What follows belongs to an exercise in optimizing a design on an open flow for small area, a short achievable clock period and few clock cycles per item; a production flow would make more cautious choices. The RTL was checked by simulation tests, not by an equivalence proof against the original design. Power and IR drop assume default switching activity.

==> flow/design.v <==
module wm_slice (
    input  wire [127:0] mem,       
    input  wire [7:0]   b,
    input  wire [15:0]  prev_a,    
    input  wire [15:0]  prev_i,    
    input  wire         use_i,     
    input  wire         clr,       
    input  wire         h_lt_c,    
    input  wire         h_eq_c,    
    input  wire [15:0]  l_lt_c,    
    input  wire         h_lt_l,    
    input  wire         h_eq_l,
    input  wire [15:0]  l_lt_l,
    input  wire         h_eq_p,    
    input  wire [15:0]  l_eq_p,    
    input  wire         h_eq_q,    
    input  wire [15:0]  l_eq_q,
    output wire [15:0]  init,
    output wire [15:0]  cont,
    output wire         any_i,
    output wire         any_c
);
    wire [15:0] ca, ci;
    genvar k;
    generate
        for (k = 0; k < 16; k = k + 1) begin : g_a
            wire eq  = (mem[8*k+7:8*k] == b);
            wire lt_c = h_lt_c | (h_eq_c & l_lt_c[k]);
            wire ge_l = ~(h_lt_l | (h_eq_l & l_lt_l[k]));
            wire at_p = h_eq_p & l_eq_p[k];
            wire at_q = h_eq_q & l_eq_q[k];
            assign init[k] = eq & lt_c & ge_l;
            assign ca[k] = eq & prev_a[k] & ~at_p;
            assign ci[k] = eq & prev_i[k] & ~at_q;
            assign cont[k] = (ca[k] & ~clr) | (ci[k] & use_i);
        end
    endgenerate
    assign any_i = |init;
    assign any_c = ((|ca) & ~clr) | ((|ci) & use_i);
endmodule
module wm_pe16 (
    input  wire [15:0] v,
    output reg  [3:0]  idx
);
    integer q;
    always @(*) begin
        idx = 4'd0;
        for (q = 15; q >= 0; q = q - 1)
            if (v[q]) idx = q[3:0];
    end
endmodule
module wm_enc (
    input  wire       clk,
    input  wire       rst,          
    input  wire       wr_en,
    input  wire [7:0] wr_addr,
    input  wire [7:0] wr_data,
    input  wire       start,
    input  wire [8:0] len,          
    input  wire [7:0] window,       
    input  wire [7:0] min_match,    
    output wire       busy,
    output wire       out_valid,
    output wire [7:0] out_data,
    input  wire       out_ready
);
    localparam FD = 4;              
    localparam FW = 2;              
    localparam [1:0] P_IDLE  = 2'd0,    
                     P_FIRST = 2'd1,    
                     P_CONT  = 2'd2;    
    reg [7:0] mem [0:255];
    reg       wr_q;
    reg [7:0] wa_q;
    reg [7:0] wd_q;
    reg       busy_r;
    always @(posedge clk) begin
        if (rst) wr_q <= 1'b0;
        else     wr_q <= wr_en & ~busy_r;
        wa_q <= wr_addr;
        wd_q <= wr_data;
    end
    always @(posedge clk) begin
        if (wr_q)
            mem[wa_q] <= wd_q;
    end
    reg [8:0] n;           
    reg [7:0] w;           
    reg [7:0] m;           
    reg       srch;        
    reg [8:0] pos;         
    reg [8:0] cur;         
    reg [8:0] ra;          
    reg [8:0] ra2;         
    reg [7:0] pf;          
    reg [8:0] lo_cur;      
    reg [8:0] lo_ra;       
    reg       cur_lt_n;    
    reg [7:0] b;           
    reg [8:0] cur_p;       
    reg       curp_lt_n;
    reg [7:0] b_p;         
    reg [8:0] lo_cp;       
    reg [8:0] lo_q1;       
    reg [8:0] lo_q2;       
    reg [7:0] lit;         
    reg [7:0] b1;          
    reg [7:0] b2;          
    reg [1:0] pk;          
    reg [7:0] pj;          
    reg       pj_ge_m;     
    reg       pj_ge_2;     
    reg [255:0] A;         
    reg [255:0] I;         
    reg [15:0] any_as;     
    reg [15:0] any_iss;    
    reg [7:0] amin;        
    reg [16:0] fq [0:FD-1];    
    reg [FW-1:0] wp, rp;
    reg [FW:0]   fcnt;
    reg       ov;
    reg [7:0] od;
    reg [7:0] nb1, nb2;
    reg [1:0] rem;
    wire [7:0] rd = mem[ra2[7:0]];
    wire any_a = (|any_as) & curp_lt_n;             
    wire any_i = |any_iss;                           
    wire r_first = srch && (pk == P_FIRST);
    wire r_cont  = srch && (pk == P_CONT);
    wire go_on   = r_cont && any_a;                  
    wire r_end   = (r_first && !any_i) || (r_cont && !any_a);
    wire e_match = r_cont && pj_ge_m;                
    wire e_next  = r_cont && !any_a && (pj_ge_m || !pj_ge_2);
    wire e_back  = r_cont && !any_a && !pj_ge_m && pj_ge_2;
    wire [8:0] pos1 = pos + 9'd1;
    wire done = (r_first && !any_i && !cur_lt_n) || (r_cont && !any_a && !e_back && !curp_lt_n);
    wire room = ({1'b0, fcnt} + {{FW{1'b0}}, r_end}) < FD;
    wire k_first = srch && !done && room && ((r_first && !any_i) || pk == P_IDLE);
    wire k_one   = srch && !done && ((r_first && any_i) || (e_next && room));
    wire k_cont  = go_on;
    wire restart = srch && !done && ((e_next && !room) || e_back);
    wire adv     = k_first || k_one || k_cont;
    wire [8:0] off = cur_p - 9'd1 - {1'b0, amin};
    wire [16:0] tok_d = e_match ? {1'b1, off[7:0], pj} : {1'b0, lit, 8'd0};
    wire use_i = (pk == P_FIRST && any_i) || (pk == P_CONT && !any_a);
    wire clr   = (pk == P_IDLE) || (pk == P_FIRST && !any_i);
    wire [15:0] h_lt_c, h_eq_c, l_lt_c, h_lt_l, h_eq_l, l_lt_l, h_eq_p, l_eq_p, h_eq_q, l_eq_q;
    genvar g;
    generate
        for (g = 0; g < 16; g = g + 1) begin : g_dec
            assign h_lt_c[g] = cur[8] | (cur[7:4] > g);
            assign h_eq_c[g] = ~cur[8] & (cur[7:4] == g);
            assign l_lt_c[g] = (cur[3:0] > g);
            assign h_lt_l[g] = lo_cur[8] | (lo_cur[7:4] > g);
            assign h_eq_l[g] = ~lo_cur[8] & (lo_cur[7:4] == g);
            assign l_lt_l[g] = (lo_cur[3:0] > g);
            assign h_eq_p[g] = ~pos[8] & (pos[7:4] == g);
            assign l_eq_p[g] = (pos[3:0] == g);
            assign h_eq_q[g] = ~cur_p[8] & (cur_p[7:4] == g);
            assign l_eq_q[g] = (cur_p[3:0] == g);
        end
    endgenerate
    wire [255:0] init, cont;
    wire [15:0]  any_is, any_cs;
    generate
        for (g = 0; g < 16; g = g + 1) begin : g_sl
            wire [127:0] mb;
            genvar k;
            for (k = 0; k < 16; k = k + 1) begin : g_m
                assign mb[8*k+7:8*k] = mem[16*g+k];
            end
            wire [15:0] prev_a, prev_i;
            if (g == 0) begin : g_p0
                assign prev_a = {A[14:0], 1'b0};
                assign prev_i = {I[14:0], 1'b0};
            end else begin : g_pn
                assign prev_a = A[16*g+14:16*g-1];
                assign prev_i = I[16*g+14:16*g-1];
            end
            wm_slice u_sl (
                .mem(mb), .b(b), .prev_a(prev_a), .prev_i(prev_i), .use_i(use_i), .clr(clr),
                .h_lt_c(h_lt_c[g]), .h_eq_c(h_eq_c[g]), .l_lt_c(l_lt_c),
                .h_lt_l(h_lt_l[g]), .h_eq_l(h_eq_l[g]), .l_lt_l(l_lt_l),
                .h_eq_p(h_eq_p[g]), .l_eq_p(l_eq_p),
                .h_eq_q(h_eq_q[g]), .l_eq_q(l_eq_q),
                .init(init[16*g+15:16*g]), .cont(cont[16*g+15:16*g]),
                .any_i(any_is[g]), .any_c(any_cs[g]));
        end
    endgenerate
    wire [63:0] blk_i;
    wire [15:0] blk_v;
    wire [3:0]  blk;
    generate
        for (g = 0; g < 16; g = g + 1) begin : g_pb
            wm_pe16 u_p (.v(A[16*g+15:16*g]), .idx(blk_i[4*g+3:4*g]));
            assign blk_v[g] = |A[16*g+15:16*g];
        end
    endgenerate
    wm_pe16 u_pb (.v(blk_v), .idx(blk));
    wire [7:0] amin_d = {blk, blk_i[4*blk +: 4]};
    wire [7:0] pj1 = pj + 8'd1;
    wire pj1_ge_m = ({1'b0, pj} + 9'd1 >= {1'b0, m});
    wire [7:0] j_now = k_cont ? pj1 : {7'd0, k_one};
    wire [8:0] pos2 = pos + 9'd2;
    wire [8:0] pos3 = pos + 9'd3;
    wire [8:0] ra1  = ra + 9'd1;
    wire [8:0] lo_r1  = (ra1 > {1'b0, w}) ? ra1 - {1'b0, w} : 9'd0;
    wire take = !ov || out_ready;                
    wire pop = take && (rem == 2'd0) && (fcnt != 0);
    wire byp = take && (rem == 2'd0) && (fcnt == 0) && r_end;
    wire push = r_end && !byp;
    always @(posedge clk) begin
        if (rst) begin
            busy_r <= 1'b0;
            srch   <= 1'b0;
        end else if (!busy_r) begin
            if (start) begin
                busy_r <= 1'b1;
                srch   <= (len != 9'd0);
            end
        end else begin
            if (done)
                srch <= 1'b0;
            if (!srch && fcnt == 0 && rem == 2'd0 && take)
                busy_r <= 1'b0;
        end
    end
    always @(posedge clk) begin
        A      <= cont;
        I      <= init;
        any_as <= any_cs;
        any_iss <= any_is;
        amin   <= amin_d;
        pj     <= j_now;
        pj_ge_m <= k_cont && pj1_ge_m;
        pj_ge_2 <= k_cont;
        if (!busy_r) begin
            n      <= len;
            w      <= window;
            m      <= (min_match < 8'd3) ? 8'd3 : min_match;
            pk     <= P_IDLE;
            pos    <= 9'd0;
            cur    <= 9'd0;
            ra     <= 9'd1;
            ra2    <= 9'd2;
            lo_cur <= 9'd0;
            lo_ra  <= (window == 8'd0) ? 9'd1 : 9'd0;
            cur_lt_n <= 1'b1;
            b      <= (wr_q && wa_q == 8'd0) ? wd_q : mem[0];
            pf     <= (wr_q && wa_q == 8'd1) ? wd_q : mem[1];
        end else begin
            pk <= k_first ? P_FIRST : (k_one || k_cont) ? P_CONT : P_IDLE;
            if (k_first) begin
                pos   <= cur;
                lo_q1 <= lo_ra;
                lo_q2 <= lo_r1;
                lit   <= b;
                b1    <= pf;
                b2    <= rd;
            end
            if (k_one && r_cont) begin
                pos   <= cur_p;
                lo_q1 <= lo_cur;
                lo_q2 <= lo_ra;
                lit   <= b_p;
                b1    <= b;
                b2    <= pf;
            end
            if (adv) begin
                cur    <= ra;
                ra     <= ra2;
                ra2    <= ra2 + 9'd1;
                lo_cur <= lo_ra;
                lo_ra  <= lo_r1;
                cur_lt_n <= (ra < n);
                b      <= pf;
                pf     <= rd;
            end else if (restart) begin
                cur    <= e_back ? pos1 : cur_p;
                ra     <= e_back ? pos2 : cur;
                ra2    <= e_back ? pos3 : ra;
                lo_cur <= e_back ? lo_q1 : lo_cp;
                lo_ra  <= e_back ? lo_q2 : lo_cur;
                cur_lt_n <= e_back || curp_lt_n;
                b      <= e_back ? b1 : b_p;
                pf     <= e_back ? b2 : b;
            end
            cur_p     <= cur;
            lo_cp     <= lo_cur;
            curp_lt_n <= cur_lt_n;
            b_p       <= b;
        end
    end
    always @(posedge clk) begin
        if (rst || !busy_r) begin
            fcnt <= 0;
            wp   <= 0;
            rp   <= 0;
        end else begin
            if (push) begin
                fq[wp] <= tok_d;
                wp <= wp + 1'b1;
            end
            if (pop) rp <= rp + 1'b1;
            fcnt <= fcnt + push - pop;
        end
    end
    always @(posedge clk) begin
        if (rst || !busy_r) begin
            ov  <= 1'b0;
            od  <= 8'd0;
            rem <= 2'd0;
        end else if (take) begin
            if (rem != 2'd0) begin
                ov  <= 1'b1;
                od  <= nb1;
                nb1 <= nb2;
                rem <= rem - 2'd1;
            end else if (fcnt != 0) begin
                ov  <= 1'b1;
                od  <= {7'd0, fq[rp][16]};
                nb1 <= fq[rp][15:8];
                nb2 <= fq[rp][7:0];
                rem <= fq[rp][16] ? 2'd2 : 2'd1;
            end else if (r_end) begin
                ov  <= 1'b1;
                od  <= {7'd0, tok_d[16]};
                nb1 <= tok_d[15:8];
                nb2 <= tok_d[7:0];
                rem <= tok_d[16] ? 2'd2 : 2'd1;
            end else begin
                ov  <= 1'b0;
            end
        end
    end
    assign busy      = busy_r;
    assign out_valid = ov;
    assign out_data  = od;
endmodule
==> flow/flow/run.sh <==
#!/bin/bash
# Own layout flow: the standard ORFS flow (standard.sh, its synthesis unchanged), with
#  - the timing repair steps asked to keep a larger setup margin than the flow settings allow,
#    so that they shorten the design's paths well below the 10 ns clock period instead of
#    stopping at it;
#  - clock tree synthesis with larger sink clusters and without dummy loads, which the tree
#    does not need for balance here.
# The clock, the constraints and everything that is measured stay as the standard flow has them.
# make's full output goes to flow_make.log; each ORFS step writes its own log under orfs/logs/.
set -euo pipefail
cd "$(dirname "$0")/.."
bash standard.sh SETUP_SLACK_MARGIN=6.5 \
  "CTS_ARGS=-sink_clustering_enable -repair_clock_nets -sink_clustering_size 25 -sink_clustering_max_diameter 100 -dont_use_dummy_load" \
  finish > flow_make.log 2>&1
==> flow/standard.sh <==
#!/bin/bash
# synth_recipe.tcl (not shown) runs the flow's synth.tcl, then flattens the netlist and writes it again
# the make line also repeats each setting of config.mk as NAME=value (left out here)
make -C /OpenROAD-flow-scripts/flow DESIGN_CONFIG=/design/flow/config.mk WORK_HOME=/design/flow/orfs CLKGATE_MAP_FILE= SYNTH_SCRIPT=/design/flow/synth_recipe.tcl "${@:-finish}"
==> flow/config.mk <==
export PLATFORM = sky130hd
export DESIGN_NAME = wm_enc
export DESIGN_NICKNAME = wm_enc
export VERILOG_FILES = /design/flow/design.v
export SDC_FILE = /design/flow/constraint.sdc
export NUM_CORES = 4
export LEC_CHECK = 0
export CAP_MARGIN = 30
export CORE_MARGIN = 2
export CORE_UTILIZATION = 55
export SLEW_MARGIN = 20
==> flow/constraint.sdc <==
create_clock -name core_clock -period 10.0 [get_ports {clk}]
set_input_delay 2.0000 -clock core_clock [delete_from_list [all_inputs] [get_ports {clk}]]
set_output_delay 2.0000 -clock core_clock [all_outputs]
set_load 0.01 [all_outputs]
==> results.py, run 1 <==
metrics = {
    "yosys": {
        "synth_top_family_by_area": "XOR/XNOR gates",
        "synth_edf_count": 2251,
        "synthXorXnorAreaFrac_pct": 12.7,
        "synth_simple_gate_area_share_pct": 12.3,
        "synth_flop_cell": "edfxtp_1",
        "yosys-top-cells-area": "edfxtp_1, xnor2_1, mux4_2",
        "synth.area.mux_share_pct": 10.8,
        "synth.cell_area_sq_um": 145000,
        "yosysWarnings": 2,
        "synthAdderAreaFrac_pct": 0.456,
        "synth_top_area_share_pct": 46.6,
        "synth-seq-cells": 2906,
        "syn_inst": 11600,
        "syn_area_per_cell_sq_um": 12.5,
        "synth_nets": 11700,
        "async_flop_share_pct": 0,
        "synth-compound-area-share_pct": 5.56,
        "ys_seq_area_share_pct": 55.7,
        "yosysTopAreaCell": "edfxtp_1",
        "ys_types": 97,
    },
    "critical_path": {
        "critPathLaunchType": "flop",
        "r2r_end": "b2[7]",
        "crit_required_ps": 10590,
        "regToRegSetupSlack_ps": 6150,
        "end_kind": "flop",
        "critical_path_class": "flop to flop",
        "crit_fanout": 5,
        "reg2reg_depth": 14,
        "arrival_ps": 4440,
    },
    "detailed_routing": {
        "drt_iter0_markers": 18500,
        "vias": 109000,
        "viasPerCell": 7.18,
        "routed_wl_mm": 615,
        "dr.pass1.iters": 9,
        "drtAntennaViolNets": 0,
        "drt-wirelength-per-cell_microns": 40.6,
        "route.detailed.drc": 0,
    },
    "status": {
        "status": "complete, no violations",
    },
    "timing": {
        "finalCritPeriodShare_pct": 38.5,
        "max_clock_freq_ghz": 0.260,
        "maxSlewViolCount": 0,
        "finalCriticalPeriod_ps": 3850,
        "tightest_slew_ps": 1320,
        "max_slew_margin_pct": 12.0,
        "clock_skew_ps": 87.7,
        "setup_ws_ps": 6150,
        "rsz0062_at_grt": "yes",
        "finalSetupViolCount": 0,
        "finalHoldViolations": 0,
        "fin_tns_setup_ps": 0,
    },
    "job": {
        "cap_viol_max_count": 0,
    },
    "power": {
        "power_density_nw_per_um2": 143,
        "power_leakage_nw": 48.2,
        "ir_worst_vdd_uv": 201,
    },
    "placement": {
        "hpwl_mm": 417,
        "dp.cells": 14800,
        "gpl.final_weighted_congestion": 1.14,
        "place_ws_ps": 4490,
        "portBuffers": 55,
    },
    "clock_tree": {
        "cts_buffer_depth": 3,
        "root_buffer": "clkbuf_16",
        "cts.sinks": 2906,
        "tritoncts": "yes",
        "numCtsBuffers": 144,
        "htree_levels": 4,
        "clk_pin_slew_worst_paths_ps": 100,
        "clk_latency_ps": 870,
    },
    "layout": {
        "fillers": 20400,
        "drive_above_1_share_pct": 15.2,
        "area_delta_synth_final_pct": 9.78,
        "multiInputGateArea_sq_um": 62200,
        "final_cell_mix": "edfxtp_1, xnor2_1, nand2_1, nor2_1, mux4_2",
        "fin_cells": 15100,
        "finish.utilization_pct": 60.7,
        "seq_area_sq_um": 80800,
        "mostFrequentLayoutCell": "edfxtp_1",
        "layout.nets": 11700,
    },
    "floorplan": {
        "die_height_microns": 517,
        "start_util_pct": 55.3,
        "dieWidth_microns": 517,
        "num_rows": 188,
        "coreArea_sq_um": 262000,
        "die_area_sq_um": 268000,
        "io_pins": 56,
    },
    "worst_hold_path": {
        "hold_start": "I[0]",
        "min_path_type": "flop to flop",
        "hold_path_depth": 2,
        "whs_endpoint": "A[1]",
    },
    "global_routing": {
        "grt_first_pass_wirelength_mm": 834,
        "grt_use_total_pct": 45.2,
        "antenna_found_initial": 57,
        "grt_max_degree": 130,
        "grt_overflow": 0,
        "grt_pass1_vias": 102000,
    },
}
==> routing by layer <==
metal  track usage [%]  part of all wire, %
met3              16.6                   15
met4              25.6                  7.2
met1              59.6                   36
met2              64.3                   42
met5             0.757                0.099
==> layout make-up <==
type,instances,area share [%]
diodes,39,0.0613
clock buffers,144,2.26
inverters,113,0.270
multi-input cells,7804,39.1
flip-flops and latches,2906,50.7
well taps,3515,2.76
repair buffers,613,4.84
==> logic make-up (layout without fill, tap and decap cells) <==
family | Yosys count | after routing
multiplexers | 734 | 734
flip-flops | 2906 | 2906
AO/OA/AOI/OAI | 1277 | 1277
adder cells (fa/ha/maj) | 51 | 51
buffers and inverters | 881 | 870
other | 0 | 39
AND/OR/NAND/NOR | 3641 | 3643
XOR/XNOR | 2099 | 2099
==> power by group <==
part	leakage (nW)	internal [mW]	switching, mW
Sequential	25.7	13.0	0.0739
Clock	1.77	2.58	3.84
Combinational	20.8	1.24	2.04
Total	48.2	16.8	5.96
==> critical path, stage by stage (launching register included) <==
cell and delay [ps]:
dfxtp_4 410, buf_6 130, buf_16 140, buf_12 150, buf_8 120, buf_16 120, mux4_2 550, mux4_2 570
a22oi_2 460, nand2_4 200, a22oi_2 250, o221ai_2 160, buf_4 200, nand2_2 60, nand2_1 50
==> cells in the mapped netlist, drive strengths merged, types with 53 or more instances <==
master     n
mux4     657
xnor2   1948
clkbuf   422
nor4     178
nor2     825
dfxtp    655
a22oi     53
and3     141
nor3     123
buf      346
a211oi    60
edfxtp  2251
xor2     151
o21ai    289
nand4    632
inv      113
nand2    907
a21oi    326
nand3    597
o22ai    266
==> sequential cells by signal, summed over array words and instances, names as in the netlist, 16 cells and up, named ones only <==
name / cells
any_iss: 16
any_as: 16
I: 255
mem: 2048
fq: 68
A: 255
==> worst max-delay path by stage <==
stage	startpoint	to	slack (ps)	cells past startpoint
2_1_floorplan	out_ready	fcnt[1]	6330	9
3_3_place_gp	A[4]	amin[1]	4260	9
3_5_place_dp	flop	pf[2]	4490	10
4_1_cts	flop	pf[6]	6300	12
5_1_grt	flop	pf[2]	6190	14
6_report	flop	b2[7]	6150	14
==> through the flow <==
| stage | hold WS, ps | instance area, sq um | total power, mW |
|---|---|---|---|
| after floorplan | 403 | 145000 | 15.3 |
| after global placement | 460 | 150000 | 16.1 |
| after detailed placement | 458 | 150000 | 16.2 |
| after CTS | 451 | 158000 | 22.6 |
| after global routing | 467 | 159000 | 23.2 |
| final | 462 | 159000 | 22.8 |
==> timing repair <==
item                       in CTS  in global routing
resized for setup             426                163
buffers inserted               77                 38
hold buffers                    0                  0
setup endpoints to repair     680                250
cloned                         47                  7
pin swaps                      28                 44
Testbench counts, summed over its fixed seeds: cycles 33,539, items 13,160.
==> run 2, diff against run 1 <==
--- a/flow/design.v
+++ b/flow/design.v
@@ -123,5 +123,18 @@
     reg [7:0] nb1, nb2;
     reg [1:0] rem;
-    wire [7:0] rd = mem[ra2[7:0]];
+    reg  [15:0] rl;
+    wire [7:0]  rrow [0:15];
+    genvar gr, gk;
+    generate
+        for (gr = 0; gr < 16; gr = gr + 1) begin : g_rr
+            wire [7:0] t [0:16];
+            assign t[0] = 8'd0;
+            for (gk = 0; gk < 16; gk = gk + 1) begin : g_rk
+                assign t[gk+1] = t[gk] | (mem[16*gr+gk] & {8{rl[gk]}});
+            end
+            assign rrow[gr] = t[16];
+        end
+    endgenerate
+    wire [7:0] rd = rrow[ra2[7:4]];
     wire any_a = (|any_as) & curp_lt_n;             
     wire any_i = |any_iss;                           
@@ -204,4 +217,12 @@
     wire [8:0] pos2 = pos + 9'd2;
     wire [8:0] pos3 = pos + 9'd3;
+    wire [15:0] rl_p3, rl_ra;
+    genvar gd;
+    generate
+        for (gd = 0; gd < 16; gd = gd + 1) begin : g_rl
+            assign rl_p3[gd] = (pos3[3:0] == gd);
+            assign rl_ra[gd] = (ra[3:0] == gd);
+        end
+    endgenerate
     wire [8:0] ra1  = ra + 9'd1;
     wire [8:0] lo_r1  = (ra1 > {1'b0, w}) ? ra1 - {1'b0, w} : 9'd0;
@@ -244,4 +265,5 @@
             ra     <= 9'd1;
             ra2    <= 9'd2;
+            rl     <= 16'd4;
             lo_cur <= 9'd0;
             lo_ra  <= (window == 8'd0) ? 9'd1 : 9'd0;
@@ -271,4 +293,5 @@
                 ra     <= ra2;
                 ra2    <= ra2 + 9'd1;
+                rl     <= {rl[14:0], rl[15]};
                 lo_cur <= lo_ra;
                 lo_ra  <= lo_r1;
@@ -280,4 +303,5 @@
                 ra     <= e_back ? pos2 : cur;
                 ra2    <= e_back ? pos3 : ra;
+                rl     <= e_back ? rl_p3 : rl_ra;
                 lo_cur <= e_back ? lo_q1 : lo_cp;
                 lo_ra  <= e_back ? lo_q2 : lo_cur;
==> results.py, run 2 <==
metrics = {
    "status": {
        "status": "complete, no violations",
    },
    "clock_tree": {
        "cts_buffer_depth": 3,
        "numCtsBuffers": 146,
        "tritoncts": "yes",
        "clk_pin_slew_worst_paths_ps": 100,
        "cts.sinks": 2914,
        "clk_latency_ps": 900,
        "root_buffer": "clkbuf_16",
        "htree_levels": 4,
    },
    "detailed_routing": {
        "route.detailed.drc": 0,
        "routed_wl_mm": 726,
        "viasPerCell": 7.74,
        "drtAntennaViolNets": 0,
        "vias": 123000,
        "drt_iter0_markers": 27000,
        "drt-wirelength-per-cell_microns": 45.6,
        "dr.pass1.iters": 14,
    },
    "power": {
        "p_seq_share_pct": 57.8,
        "power_leakage_nw": 47.8,
        "combPwrFrac_pct": 13.2,
        "power_density_nw_per_um2": 145,
        "p_sw_share_pct": 26.7,
        "p_int_mw": 16.7,
        "power.switching_mw": 6.06,
        "ir_worst_vdd_uv": 205,
        "p_clk_share_pct": 29.0,
        "power.total_mw": 22.7,
    },
    "timing": {
        "rsz0062_at_grt": "yes",
        "max_slew_margin_pct": 19.4,
        "max_clock_freq_ghz": 0.267,
        "whs_ps": 443,
        "fin_tns_setup_ps": 0,
        "finalCritPeriodShare_pct": 37.5,
        "finalHoldViolations": 0,
        "setup_ws_ps": 6250,
        "clock_skew_ps": 125,
        "finalSetupViolCount": 0,
        "tightest_slew_ps": 1200,
        "maxSlewViolCount": 0,
        "finalCriticalPeriod_ps": 3750,
    },
    "layout": {
        "fin_cells": 15900,
        "layout.nets": 12600,
        "area_delta_synth_final_pct": 10.8,
        "regMostFlops": "mem",
        "largest_register_ffs": 2048,
        "top_regs": "mem: 2048 flops, A: 255 flops, I: 255 flops",
        "final_cell_mix": "edfxtp_1, xnor2_1, nand2_1, nor2_1, nand4_1",
        "mostFrequentLayoutCell": "edfxtp_1",
        "drive_above_1_share_pct": 11.0,
        "fillers": 19900,
    },
    "critical_path": {
        "critPathLaunchType": "flop",
        "end_kind": "flop",
        "crit_fanout": 36,
        "arrival_ps": 4280,
        "crit_required_ps": 10530,
        "critical_path_class": "flop to flop",
    },
    "worst_hold_path": {
        "min_path_type": "flop to flop",
    },
    "floorplan": {
        "coreArea_sq_um": 256000,
        "die_height_microns": 511,
        "start_util_pct": 55.2,
        "die_area_sq_um": 261000,
        "num_rows": 186,
        "io_pins": 56,
        "dieWidth_microns": 511,
    },
    "yosys": {
        "syn_area_per_cell_sq_um": 11.3,
        "async_flop_share_pct": 0,
        "synth_top_area_share_pct": 47.8,
        "synth_nets": 12600,
        "synth-seq-cells": 2914,
        "yosysTopAreaCell": "edfxtp_1",
        "yosys-top-cells-area": "edfxtp_1, xnor2_1, dfxtp_1",
        "yosysWarnings": 2,
        "syn_inst": 12500,
        "synth_most_common_cell": "edfxtp_1",
        "synth_flop_cell": "edfxtp_1",
        "ys_seq_area_share_pct": 57.2,
        "yosys-top-cells-count": "edfxtp_1, xnor2_1, nand2_1",
        "synth_edf_count": 2251,
        "synth.cell_area_sq_um": 141000,
        "ys_types": 102,
    },
    "placement": {
        "gpl.final_weighted_congestion": 1.15,
        "place_ws_ps": 5340,
        "portBuffers": 55,
        "dp.cells": 15500,
        "hpwl_mm": 473,
    },
    "global_routing": {
        "grt_use_total_pct": 53.3,
        "grt_first_pass_wirelength_mm": 959,
        "antenna_found_initial": 91,
        "grt_overflow": 0,
        "grt_pass1_vias": 112000,
        "grt_max_degree": 122,
    },
    "job": {
        "cap_viol_max_count": 0,
    },
}
## run 2: changes by cell type after synthesis, sizes merged, moves of 68 or more
cell / change
nand2: +107
mux4: -640
nand3: +80
a31oi: +68
a221oi: +244
nor2: +128
nand4: +84
a22o: +244
a22oi: +460
## run 2: repair_timing
action                      CTS  global route
pin swaps                    47            49
gates resized for setup     509           248
gates cloned                 27            14
hold endpoints to repair      0             0
setup buffers               106            57
setup endpoints to repair  1369           497
hold buffers                  0             0
## run 2: layer usage
layer	track usage (%)	vias up	wire length, microns
met5	0.0548	-	754
met4	40.0	71	72700
met3	23.8	3533	129000
met2	72.5	13500	284000
met1	66.2	59400	239000
li1	-	46700	-
## run 2: path summary, 6_finish.rpt
path,from,cells past startpoint,slack [ps],end
hold reg to reg,I[161],2,440,A[162]
setup / recovery,lo_cur[3],9,6250,any_iss[15]
hold / removal,I[161],2,440,A[162]
setup reg to reg,lo_cur[3],9,6250,any_iss[15]
## run 2: power by group through the flow
stage / logic (mW) / registers, mW / clock network [mW]
floorplan: 1.61 / 13.4 / 0
global placement: 2.46 / 13.4 / 0
detailed placement: 2.50 / 13.4 / 0
CTS: 2.77 / 13.1 / 6.45
global route: 3.00 / 13.1 / 6.83
finish: 3.00 / 13.1 / 6.58
## run 2: critical path: stages (launching register included)
cell and delay, ps:
dfxtp_2 480, buf_8 480, nand2_1 630, nor2_4 500, buf_4 220, nand2_1 70
o2111a_1 160, nor2_1 140, nor4b_1 250, nand4_1 430
## run 2: per-stage QoR
step / instance area, sq um / util, %
after floorplan: 142000 / -
after global placement: 146000 / 57.0
after detailed placement: 147000 / 57.3
after CTS: 154000 / 60.2
after global routing: 157000 / 61.1
final: 157000 / 61.2
## run 2: cell families after synthesis
kind of cell,Yosys count,share of synthesized area (%)
xor gates and xnor gates,2097,13.0
buffers and inverters,959,2.94
muxes,55,0.549
DFF,2914,57.2
and+or+nand+nor,4134,14.3
AOI/OAI and AO/OA,2299,11.6
adders and majority gates,53,0.485
## run 2: cell type report
cell class	count	area (sq um)	area share, %
repair buffers	668	7940	5.06
multi-input cells	8641	59400	37.9
clock buffers	146	3650	2.33
flip-flops and latches	2914	81000	51.7
well taps	3384	4230	2.70
inverters	103	388	0.247
diodes	73	183	0.117
Testbench counts of run 2, summed over its fixed seeds: cycles 33,539, items 13,160.
==> run 3, diff against run 2 <==
--- a/flow/flow/run.sh
+++ b/flow/flow/run.sh
@@ -10,5 +10,5 @@
 set -euo pipefail
 cd "$(dirname "$0")/.."
-bash standard.sh SETUP_SLACK_MARGIN=6.5 \
+bash standard.sh SETUP_SLACK_MARGIN=6.7 \
   "CTS_ARGS=-sink_clustering_enable -repair_clock_nets -sink_clustering_size 25 -sink_clustering_max_diameter 100 -dont_use_dummy_load" \
   finish > flow_make.log 2>&1
==> results.py, run 3 <==
metrics = {
    "status": {
        "status": "complete, no violations",
    },
    "timing": {
        "tightest_slew_ps": 1220,
        "whs_ps": 440,
        "finalCriticalPeriod_ps": 3730,
        "rsz0062_at_grt": "yes",
        "maxSlewViolCount": 0,
        "finalHoldViolations": 0,
        "fin_tns_setup_ps": 0,
        "finalSetupViolCount": 0,
        "max_clock_freq_ghz": 0.268,
        "finalCritPeriodShare_pct": 37.3,
        "setup_ws_ps": 6270,
        "max_slew_margin_pct": 18.2,
        "clock_skew_ps": 142,
    },
    "yosys": {
        "yosysWarnings": 2,
        "syn_area_per_cell_sq_um": 11.3,
        "ys_types": 102,
        "yosys-top-cells-count": "edfxtp_1, xnor2_1, nand2_1",
        "yosys-top-cells-area": "edfxtp_1, xnor2_1, dfxtp_1",
        "synth_most_common_cell": "edfxtp_1",
        "synth_top_area_share_pct": 47.8,
        "synth_nets": 12600,
        "yosysTopAreaCell": "edfxtp_1",
        "synth_edf_count": 2251,
        "ys_seq_area_share_pct": 57.2,
        "async_flop_share_pct": 0,
        "syn_inst": 12500,
        "synth_flop_cell": "edfxtp_1",
        "synth.cell_area_sq_um": 141000,
        "synth-seq-cells": 2914,
    },
    "layout": {
        "fin_cells": 16100,
        "area_delta_synth_final_pct": 13.7,
        "finish.utilization_pct": 62.8,
        "final_area_sq_um": 161000,
        "drive_above_1_share_pct": 13.8,
        "seq_area_sq_um": 81000,
        "regMostFlops": "mem",
        "largest_register_ffs": 2048,
        "layout.nets": 12700,
        "top_regs": "mem: 2048 flops, A: 255 flops, I: 255 flops",
        "final_cell_mix": "edfxtp_1, xnor2_1, nand2_1, nand4_1, nor2_1",
        "multiInputGateArea_sq_um": 61200,
        "mostFrequentLayoutCell": "edfxtp_1",
        "fillers": 19500,
    },
    "detailed_routing": {
        "drtAntennaViolNets": 0,
        "vias": 125000,
        "drt-wirelength-per-cell_microns": 46.2,
        "drt_iter0_markers": 25800,
        "viasPerCell": 7.78,
        "routed_wl_mm": 744,
        "dr.pass1.iters": 10,
        "route.detailed.drc": 0,
    },
    "floorplan": {
        "coreArea_sq_um": 256000,
        "num_rows": 186,
        "die_height_microns": 511,
        "io_pins": 56,
        "die_area_sq_um": 261000,
        "start_util_pct": 55.2,
        "dieWidth_microns": 511,
    },
    "worst_hold_path": {
        "min_path_type": "flop to flop",
        "hold_path_depth": 2,
        "hold_start": "I[221]",
    },
    "clock_tree": {
        "cts.sinks": 2914,
        "root_buffer": "clkbuf_16",
        "numCtsBuffers": 146,
        "htree_levels": 4,
        "cts_buffer_depth": 3,
        "clk_pin_slew_worst_paths_ps": 110,
        "tritoncts": "yes",
        "clk_latency_ps": 940,
        "cts_hold_buf": 0,
    },
    "critical_path": {
        "cp.buffers_inverters": 1,
        "cp.depth": 8,
        "crit_slowest_cell": "nor4_4",
        "arrival_ps": 4300,
        "reg2reg_depth": 8,
        "critPathLaunchType": "flop",
        "crit_top_cell": "a31oi_4",
        "crit_fanout": 64,
        "critPathTopFamily": "compound AO/OA/AOI/OAI gates",
        "rr_startpoint": "rl[9]",
        "crit_start": "rl[9]",
        "critical_path_class": "flop to flop",
        "crit_required_ps": 10560,
        "crit_chain": "buf_12, a22oi_2, and3_4, a31oi_4, nor4_4, a31oi_4, o211ai_1, o21ai_1",
        "cp_slowest_stage_delay_ps": 960,
        "end_kind": "flop",
    },
    "placement": {
        "placed_area_sq_um": 147000,
        "gpl.final_weighted_congestion": 1.15,
        "portBuffers": 55,
        "hpwl_mm": 468,
        "dp.cells": 15500,
        "place_ws_ps": 5110,
    },
    "global_routing": {
        "grt_first_pass_wirelength_mm": 958,
        "grt_pass1_vias": 113000,
        "grt_max_degree": 146,
        "grt_use_total_pct": 53.3,
        "antenna_found_initial": 87,
        "grt_overflow": 0,
    },
    "power": {
        "ir_worst_vdd_uv": 198,
        "power_density_nw_per_um2": 143,
        "power.total_mw": 23.0,
        "power_leakage_nw": 49.5,
    },
    "job": {
        "cap_viol_max_count": 0,
    },
}
-- run 3: per-layer routing --
metal / track usage [%] / share of wire [%]
met5: 0.621 / 0.095
met3: 24.1 / 18
met2: 72.3 / 39
met4: 42.5 / 11
met1: 65.3 / 32
-- run 3: final cells by class --
cell class | instances | share of cell area (%)
Clock buffer | 146 | 2.27
Multi-Input combinational cell | 8643 | 38.0
Sequential cell | 2914 | 50.4
Antenna cell | 98 | 0.152
Inverter | 103 | 0.244
Timing Repair Buffer | 795 | 6.32
Tap cell | 3384 | 2.63
-- run 3: kinds of logic (layout without fill, tap and decap cells) --
logic type      count (synthesis)  count (layout)  synth area share (%)
simple gates                 4134            4136                  14.3
mux                            55              55                 0.549
xor+xnor                     2097            2097                  13.0
flops                        2914            2914                  57.2
fa+ha+maj                      53              53                 0.485
buf+inv                       959            1044                  2.94
compound gates               2299            2302                  11.6
other cells                     0              98                     0
-- run 3: repair_timing --
| item | CTS | global route |
|---|---|---|
| buffers inserted | 133 | 133 |
| endpoints found under the setup margin | 2028 | 751 |
| gates cloned | 43 | 40 |
| gates resized for setup | 796 | 496 |
| pin swaps | 80 | 137 |
-- run 3: worst reg2reg max path: stages, from the launching register on --
cell	delay, ps
dfxtp_4	450
buf_12	210
a22oi_2	750
and3_4	240
a31oi_4	160
nor4_4	960
a31oi_4	290
o211ai_1	260
o21ai_1	90
-- run 3: power breakdown --
group / switching [mW] / leakage (nW) / internal (mW)
sequential: 0.0998 / 25.7 / 13.1
clock: 3.99 / 1.80 / 2.62
combinational: 2.11 / 22.0 / 1.12
total: 6.20 / 49.5 / 16.8
-- run 3: path summary, 6_finish.rpt --
kind	endpoint	slack [ps]
min	A[222]	440
max	pf[2]	6270
max reg2reg	pf[2]	6270
min reg2reg	A[222]	440

==> separate check: timing with driven ports <==
How much do the figures lean on ideal ports? The routed layouts below were timed once more, with nothing changed but the port constraints. Step 1 sets driving cells, clkbuf_16 on the clock port and buf_2 on the other inputs (assumed; they add their load-dependent delay and slew). Step 2, shift: input delay + t, output delay - t, t = (earliest + latest rising clock arrival at the registers) / 2. This alone moves slack from input paths to output paths. a / b / c = ideal ports / drivers / drivers and shift; a / b = the first two.
run	t (ns)	setup slack, ns	clock arrival spread, ns
run 1	0.926	6.148 / 6.148 / 5.789	0.102 / 0.102
run 2	0.947	6.250 / 6.250 / 5.682	0.130 / 0.130
run 3	0.976	6.266 / 6.266 / 5.932	0.145 / 0.145
After both steps setup and hold are still met in every run listed. For run 2, which loses most, drivers alone change the setup slack by 0.000 ns; drivers and shift together by -0.568 ns.
